This is an optimization exercise on Yosys and OpenROAD, whose aim is small area, a short achievable clock period and few clock cycles, not a production implementation. In this exercise RTL edits were held to simulation tests only and were not proved equivalent to the original. Power and IR drop assume default switching activity.

==> 02-26: inputs <==
## fcs_stats
module fcs_stats (
    input             clk,
    input             rst,
    input             req_valid,
    output            req_ready,
    input      [63:0] req_word,
    input             push_valid,
    input      [15:0] push_count,
    output reg        resp_valid,
    output     [31:0] resp_res,
    output     [55:0] resp_str,
    output     [2:0]  resp_len,
    output     [2:0]  resp_fault
);
Settings: LEC_CHECK=0, ABC_AREA=1, CAP_MARGIN=20, CORE_MARGIN=2, CORE_UTILIZATION=55, PLACE_DENSITY=0.7, SETUP_SLACK_MARGIN=1.5, SLEW_MARGIN=20; clock period 9.0 ns.
run.sh (not shown) runs the stock make flow with config.mk's settings and CLKGATE_MAP_FILE= SYNTH_SCRIPT=/design/flow/synth_recipe.tcl, a recipe that flattens the netlist after the stock synthesis.
==> inputs of 03-01, as changes to 02-26 <==
--- a/flow/design.v
+++ b/flow/design.v
@@ -25,13 +25,13 @@
     localparam F_NONE       = 3'd0;
     localparam F_ILLEGAL_OP = 3'd1;
     localparam F_BAD_WINDOW = 3'd5;
     localparam F_STATS_UNAV = 3'd6;
     localparam F_FMT_RANGE  = 3'd7;
-    localparam SQ_RA = 5;
-    localparam SQ_K  = 3;
-    localparam SQ_N  = 3;
+    localparam SQ_RA = 6;
+    localparam SQ_K  = 4;
+    localparam SQ_N  = 2;
     localparam SQ_F  = 16 - SQ_RA - SQ_K * SQ_N;
     reg [15:0] rb [0:CAP-1];
     reg [2:0]  cursor;
     reg [3:0]  valid;
     wire [2:0] cursor_p = push_valid ? cursor + 3'd1 : cursor;
--- a/flow/config.mk
+++ b/flow/config.mk
@@ -6,9 +6,8 @@
 export NUM_CORES = 4
 export LEC_CHECK = 0
 export ABC_AREA = 1
 export CAP_MARGIN = 20
 export CORE_MARGIN = 2
-export CORE_UTILIZATION = 55
-export PLACE_DENSITY = 0.7
-export SETUP_SLACK_MARGIN = 1.5
+export CORE_UTILIZATION = 40
+export PLACE_DENSITY = 0.6
 export SLEW_MARGIN = 20
==> results.py <==
metrics = {
    "timing": {
        "whs_ps": 465,
    },
    "yosys": {
        "synthSimpleGateAreaFrac_pct": 22.6,
    },
    "layout": {
        "inverters": 935,
        "multi_input_area_mm2": 0.0274,
    },
    "worst_setup_path": {
        "cp.arrival_ps": 6850,
        "cpMaxStageDelayCell": "clkdlybuf4s50_1",
    },
    "global_route": {
        "grt_first_pass_wirelength_um": 226000,
        "antenna_found_initial": 7,
    },
    "outcome": {
        "status": "timing/DRC/antenna clean",
    },
    "pwr": {
        "p_switching_mw": 7.68,
    },
}
That was 03-01.
==> results.py <==
metrics = {
    "worst_setup_path": {
        "cpMaxStageDelayCell": "fa_1",
        "cp.arrival_ps": 7650,
    },
    "yosys": {
        "synthSimpleGateAreaFrac_pct": 21.6,
    },
    "global_route": {
        "grt_first_pass_wirelength_um": 204000,
        "antenna_found_initial": 6,
    },
    "layout": {
        "multi_input_area_mm2": 0.0268,
        "inverters": 890,
    },
    "route": {
        "routed-wl-met3_um": 13300,
    },
    "pwr": {
        "p_switching_mw": 7.53,
    },
    "outcome": {
        "status": "timing/DRC/antenna clean",
    },
}
That was 02-26.
Testbench counts of 02-26, summed over its fixed seeds: cycles 21,887.
Testbench counts of 03-01, summed over its fixed seeds: cycles 20,287.

========
==> inputs of v7 <==
fcs_stats, a different RTL version from the one above (not shown whole).
==> flow/config.mk <==
export PLATFORM = sky130hd
export DESIGN_NAME = fcs_stats
export DESIGN_NICKNAME = fcs_stats
export VERILOG_FILES = /design/flow/design.v
export SDC_FILE = /design/flow/constraint.sdc
export NUM_CORES = 4
export LEC_CHECK = 0
export ABC_AREA = 1
export CAP_MARGIN = 20
export CORE_MARGIN = 2
export CORE_UTILIZATION = 55
export PLACE_DENSITY = 0.7
export SETUP_SLACK_MARGIN = 1.0
export SLEW_MARGIN = 20
==> flow/constraint.sdc <==
create_clock -name core_clock -period 9.0 [get_ports {clk}]
set_input_delay 1.8000 -clock core_clock [delete_from_list [all_inputs] [get_ports {clk}]]
set_output_delay 1.8000 -clock core_clock [all_outputs]
set_load 0.01 [all_outputs]
==> inputs of v15, as changes to v7 <==
--- a/flow/design.v
+++ b/flow/design.v
@@ -38,10 +38,11 @@
     wire [3:0] valid_p  = (push_valid && !valid[3]) ? valid + 4'd1 : valid;
     always @(posedge clk) begin
         if (push_valid)
             rb[cursor_p] <= push_count;
     end
+    reg [7:0]  nxt_oh;
     reg [2:0]  c_cursor;
     reg [3:0]  c_valid;
     reg        range_hi;
     reg        s_avail;
     reg [3:0]  s_window;
@@ -58,11 +59,11 @@
     reg [2:0]  dv_cnt;
     reg        sq_run;
     reg [1:0]  sq_cnt;
     reg [2:0]  fault_r;
     reg [3:0]  small_r;
-    reg        t_snap, t_exc, t_drift, t_sqrt;
+    reg        t_snap, t_exc, t_drift, t_sqrt, t_fmt;
     reg [3:0]  snap_sel;
     reg [2:0]  f_p, f_d;
     reg [23:0] x;              
     reg [16:0] sq_rem;
     reg [15:0] sq_root;
@@ -98,10 +99,11 @@
     end
     wire [3:0] sel_base   = next_hi ? W_HIGH : CAP;
     wire [3:0] sel_window = (sel_base < c_valid) ? sel_base : c_valid;
     wire       opa_small = (opa[31:4] == 28'd0);
     wire       win_bad   = !opa_small || (opa[3:0] < SHORT) || (opa[3:0] > c_valid);
+    wire       win_fast  = (opa[3:0] == 4'd4) || (opa[3:0] == 4'd8);
     reg fmt_vok;
     always @(*) begin
         case (opc[2:0])
             3'd1:    fmt_vok = opa < 32'd10;
             3'd2:    fmt_vok = opa < 32'd100;
@@ -147,15 +149,17 @@
             {it_rem, it_root} = sq_row(it_rem, it_root, x[23 - 2*r -: 2]);
             if (r == SQ_F - 1)
                 fi_root = it_root;
         end
     end
+    reg  [15:0] rbn [0:CAP-1];
     reg  [3:0]  a_sel, a_mn, a_mf;
-    reg  [3:0]  st_sel, st_mn, st_mf;
     reg  [2:0]  age;
     integer j;
     always @(*) begin
+        for (j = 0; j < CAP; j = j + 1)
+            rbn[j] = (push_valid && nxt_oh[j]) ? push_count : rb[j];
         for (j = 0; j < 4; j = j + 1) begin
             age      = c_cursor - j[2:0];
             a_sel[j] = age[2];
             a_mn[j]  = (age[1:0] < 2'd2) ||
                        ((opa[3] || (opa[2] && opa[1])) && age[1:0] == 2'd2) ||
@@ -166,13 +170,13 @@
     reg [15:0] nv [0:3];
     reg [15:0] nm [0:3];
     reg [15:0] fm [0:3];
     always @(*) begin
         for (j = 0; j < 4; j = j + 1) begin
-            nv[j] = st_sel[j] ? rb[j + 4] : rb[j];
-            nm[j] = nv[j] & {16{st_mn[j]}};
-            fm[j] = (st_sel[j] ? rb[j] : rb[j + 4]) & {16{st_mf[j]}};
+            nv[j] = a_sel[j] ? rbn[j + 4] : rbn[j];
+            nm[j] = nv[j] & {16{a_mn[j]}};
+            fm[j] = (a_sel[j] ? rbn[j] : rbn[j + 4]) & {16{a_mf[j]}};
         end
     end
     wire [17:0] sum_short, sum_newer;
     wire [18:0] sum_total;
     fcs_sums u_sums (.n0(nv[0]), .n1(nv[1]), .n2(nv[2]), .n3(nv[3]),
@@ -281,49 +285,44 @@
                 b = {b[22:0], v[i]};
             end
             bin2bcd = b;
         end
     endfunction
-    wire [2:0]  ipart   = f_d - f_p;
-    wire        has_dot = (f_p != 3'd0);
-    wire [2:0]  fmt_len = has_dot ? f_d + 3'd1 : f_d;
+    wire [23:0] bcd = x[23:0];
     reg  [5:0]  blank;       
     reg  [55:0] fmt_str;
-    reg         zpre;
-    reg  [2:0]  sl;
+    wire [2:0]  fmt_len = (f_p != 3'd0) ? f_d + 3'd1 : f_d;
+    reg         zabove;
+    reg  [2:0]  jsel;
+    reg         after, isdot, inr;
     reg  [3:0]  nib;
-    reg         bl, isdot, inr;
-    integer     s, k;
+    reg         bl;
+    integer     jj, k;
     always @(*) begin
-        zpre = 1'b1;
-        for (s = 0; s < 6; s = s + 1) begin
-            zpre     = zpre && (x[23 - 4*s -: 4] == 4'd0);
-            blank[s] = zpre && ({1'b0, s[2:0]} + 4'd1 < {1'b0, ipart});
+        zabove = 1'b1;
+        for (jj = 5; jj >= 0; jj = jj - 1) begin
+            zabove    = zabove && (bcd[4*jj +: 4] == 4'd0);
+            blank[jj] = zabove && (jj > f_p);
         end
         for (k = 0; k < 7; k = k + 1) begin
-            isdot = has_dot && (ipart == k[2:0]);
-            sl    = (has_dot && k[2:0] > ipart) ? k[2:0] - 3'd1 : k[2:0];
-            case (sl)
-                3'd0:    begin nib = x[23:20]; bl = blank[0]; end
-                3'd1:    begin nib = x[19:16]; bl = blank[1]; end
-                3'd2:    begin nib = x[15:12]; bl = blank[2]; end
-                3'd3:    begin nib = x[11:8];  bl = blank[3]; end
-                3'd4:    begin nib = x[7:4];   bl = blank[4]; end
-                default: begin nib = x[3:0];   bl = blank[5]; end
-            endcase
-            inr   = (k[2:0] < fmt_len);
+            after = (f_p != 3'd0) && ({1'b0, f_p} + k > {1'b0, f_d});
+            isdot = (f_p != 3'd0) && ({1'b0, f_p} + k == {1'b0, f_d});
+            inr   = (k < fmt_len);
+            jsel  = f_d - 3'd1 - k[2:0] + {2'b0, after};
+            nib   = bcd[4*jsel +: 4];
+            bl    = blank[jsel];
             fmt_str[55 - 8*k -: 8] = !inr ? 8'h00 : isdot ? 8'h2E : bl ? 8'h20 : {4'h3, nib};
         end
     end
     assign resp_fault = fault_r;
     assign resp_res   = t_snap  ? snap_val :
                         t_exc   ? {31'd0, s_exc} :
                         t_drift ? {31'd0, s_drift} :
                         t_sqrt  ? {16'd0, fi_root} :
                         {28'd0, small_r};
-    assign resp_str   = fmt_str;
-    assign resp_len   = fmt_len;
+    assign resp_str   = t_fmt ? fmt_str : 56'd0;
+    assign resp_len   = t_fmt ? fmt_len : 3'd0;
     always @(posedge clk) begin
         if (rst) begin
             resp_valid <= 1'b0;
             busy       <= 1'b0;
             st1        <= 1'b0;
@@ -331,10 +330,11 @@
             fl_d       <= 1'b0;
             dr_wait    <= 1'b0;
             dv_run     <= 1'b0;
             sq_run     <= 1'b0;
             cursor     <= 3'd7;
+            nxt_oh     <= 8'd1;
             valid      <= 4'd0;
             c_cursor   <= 3'd7;
             c_valid    <= 4'd0;
             range_hi   <= 1'b0;
             s_avail    <= 1'b0;
@@ -344,10 +344,11 @@
             s_short    <= 18'd0;
             s_rlong    <= 16'd0;
         end else begin
             resp_valid <= 1'b0;
             cursor <= cursor_p;
+            nxt_oh <= push_valid ? {nxt_oh[6:0], nxt_oh[7]} : nxt_oh;
             valid  <= valid_p;
             st1  <= 1'b0;
             fl_e <= 1'b0;
             fl_d <= fl_e;
             if (fl_e)
@@ -358,20 +359,12 @@
                 dr_wait    <= 1'b0;
                 busy       <= 1'b0;
                 resp_valid <= 1'b1;
             end
             if (st1) begin
-                s_short <= sum_short;
-                s_newer <= sum_newer;
-                s_total <= sum_total;
-                if (s_window[3] || s_window[2:0] == 3'd4) begin
-                    s_rlong    <= s_window[3] ? sum_total[18:3] : sum_total[17:2];
-                    fl_e       <= 1'b1;
-                    busy       <= 1'b0;
-                    resp_valid <= 1'b1;
-                end else begin
-                    x      <= {1'b0, sum_total, 4'd0};
+                if (!(s_window[3] || s_window[2:0] == 3'd4)) begin
+                    x      <= {1'b0, s_total, 4'd0};
                     sq_rem <= 17'd0;
                     dv_cnt <= 3'd0;
                     dv_run <= 1'b1;
                 end
             end
@@ -403,12 +396,11 @@
                 small_r <= 4'd0;
                 t_snap  <= 1'b0;
                 t_exc   <= 1'b0;
                 t_drift <= 1'b0;
                 t_sqrt  <= 1'b0;
-                f_p     <= 3'd0;
-                f_d     <= 3'd0;
+                t_fmt   <= 1'b0;
                 resp_valid <= 1'b1;
                 if (!legal) begin
                     fault_r <= F_ILLEGAL_OP;
                 end else begin
                     case (op)
@@ -432,16 +424,20 @@
                             fault_r <= F_BAD_WINDOW;
                         end else begin
                             s_avail  <= 1'b1;
                             s_window <= opa[3:0];
                             small_r  <= 4'd1;
-                            st_sel     <= a_sel;
-                            st_mn      <= a_mn;
-                            st_mf      <= a_mf;
+                            s_short    <= sum_short;
+                            s_newer    <= sum_newer;
+                            s_total    <= sum_total;
+                            s_rlong    <= opa[3] ? sum_total[18:3] : sum_total[17:2];
                             st1        <= 1'b1;
-                            busy       <= 1'b1;
-                            resp_valid <= 1'b0;
+                            fl_e       <= win_fast;
+                            if (!win_fast) begin
+                                busy       <= 1'b1;
+                                resp_valid <= 1'b0;
+                            end
                         end
                     end
                     OP_RB_EXCURSION: begin
                         if (!s_avail) fault_r <= F_STATS_UNAV;
                         else          t_exc   <= 1'b1;
@@ -477,11 +473,12 @@
                     end
                     default: begin   
                         if (!fmt_ok) begin
                             fault_r <= F_FMT_RANGE;
                         end else begin
-                            x     <= bin2bcd(opa[19:0]) << (4 * (3'd6 - opc[2:0]));
+                            t_fmt <= 1'b1;
+                            x     <= bin2bcd(opa[19:0]);
                             f_p   <= opb[2:0];
                             f_d   <= opc[2:0];
                         end
                     end
                     endcase
Settings changed: SETUP_SLACK_MARGIN 1.0 to 1.5.
==> inputs of v14, as changes to v7 <==
Settings changed: CORE_UTILIZATION 55 to 35, CTS_BUF_LIST from default to sky130_fd_sc_hd__clkbuf_8, PLACE_DENSITY 0.7 to 0.6, TNS_END_PERCENT from default to 10.
==> run summary <==
Post-synth EDFFs: v15 214; v14 225; v7 225
Comb_multi_in: v15 4539; v14 4020; v7 4021
Register area: v15 8584 sq um; v14 8750 sq um; v7 8755 sq um
Worst clock skew on the final layout: v15 0.04744 ns; v14 0.06947 ns; v7 0.03476 ns
Seq/Total Area, Yosys: v15 0.2028; v14 0.2226; v7 0.2226
Wire per inst: v15 20.61 microns; v14 19.79 microns; v7 20.06 microns
Result of the run: v15 complete, but fails checks; v14 finished clean; v7 finished clean
Layout check failures: v15 max-capacitance violations, max-slew violations; v14 -; v7 -
Clock edge transition at the registers on the reported setup and hold paths: v15 0.06 ns; v14 0.07 ns; v7 0.06 ns
Net total in the final layout: v15 7087; v14 6303; v7 6252
Seq Cell Count: v15 321; v14 324; v7 324
CP arrival: v15 8.26 ns; v14 8.22 ns; v7 8.21 ns
Clk Latency, worst-skew pair: v15 0.60 ns; v14 0.73 ns; v7 0.61 ns
Basic-gate share of the synthesized area counting and, or, nand and nor cells: v15 0.2237; v14 0.2264; v7 0.2264
Critical Path Stages: v15 31; v14 40; v7 53
Post-DR vias/cell: v15 5.933; v14 5.334; v7 5.851
Worst path most repeated cell: v15 a21o_1; v14 -; v7 nand2_1
Testbench counts of v7, summed over its fixed seeds: cycles 20,287.
Testbench counts of v15, summed over its fixed seeds: cycles 18,756.
Testbench counts of v14, summed over its fixed seeds: cycles 20,287.

separate check: timing with driven ports:
The flow's constraints put no driver on any port. The routed layouts listed below were extracted and timed again, unchanged, in two steps. Step 1 sets driving cells, clkbuf_16 on the clock port and buf_2 on the other inputs (assumed; they add their load-dependent delay and slew). Step 2, shift: input delay + t, output delay - t, t = (earliest + latest rising clock arrival at the registers) / 2. This alone moves slack from input paths to output paths. Slacks: ideal / step 1 / step 2; pairs: ideal / step 1.
run | t (ns) | setup slack, ns | hold slack, ns | worst setup path after step 2 | clock arrival spread, ns
02-26 | 0.674 | 1.601 / 1.601 / 1.086 | 0.477 / 0.477 / 0.477 | input to register | 0.063 / 0.063
03-01 | 0.689 | 0.353 / 0.289 / 0.256 | 0.465 / 0.465 / 0.465 | input to register | 0.040 / 0.039
v7 | 0.657 | 1.137 / 1.137 / 0.923 | 0.505 / 0.505 / 0.505 | input to register | 0.035 / 0.035
v15 | 0.635 | 1.258 / 1.271 / 0.642 | 0.466 / 0.466 / 0.466 | input to register | 0.047 / 0.048
v14 | 0.758 | 1.205 / 1.187 / 0.772 | 0.469 / 0.469 / 0.469 | input to register | 0.071 / 0.071
The setup slack of v15, which loses most, moves by +0.013 ns with the drivers and by -0.616 ns with both steps.
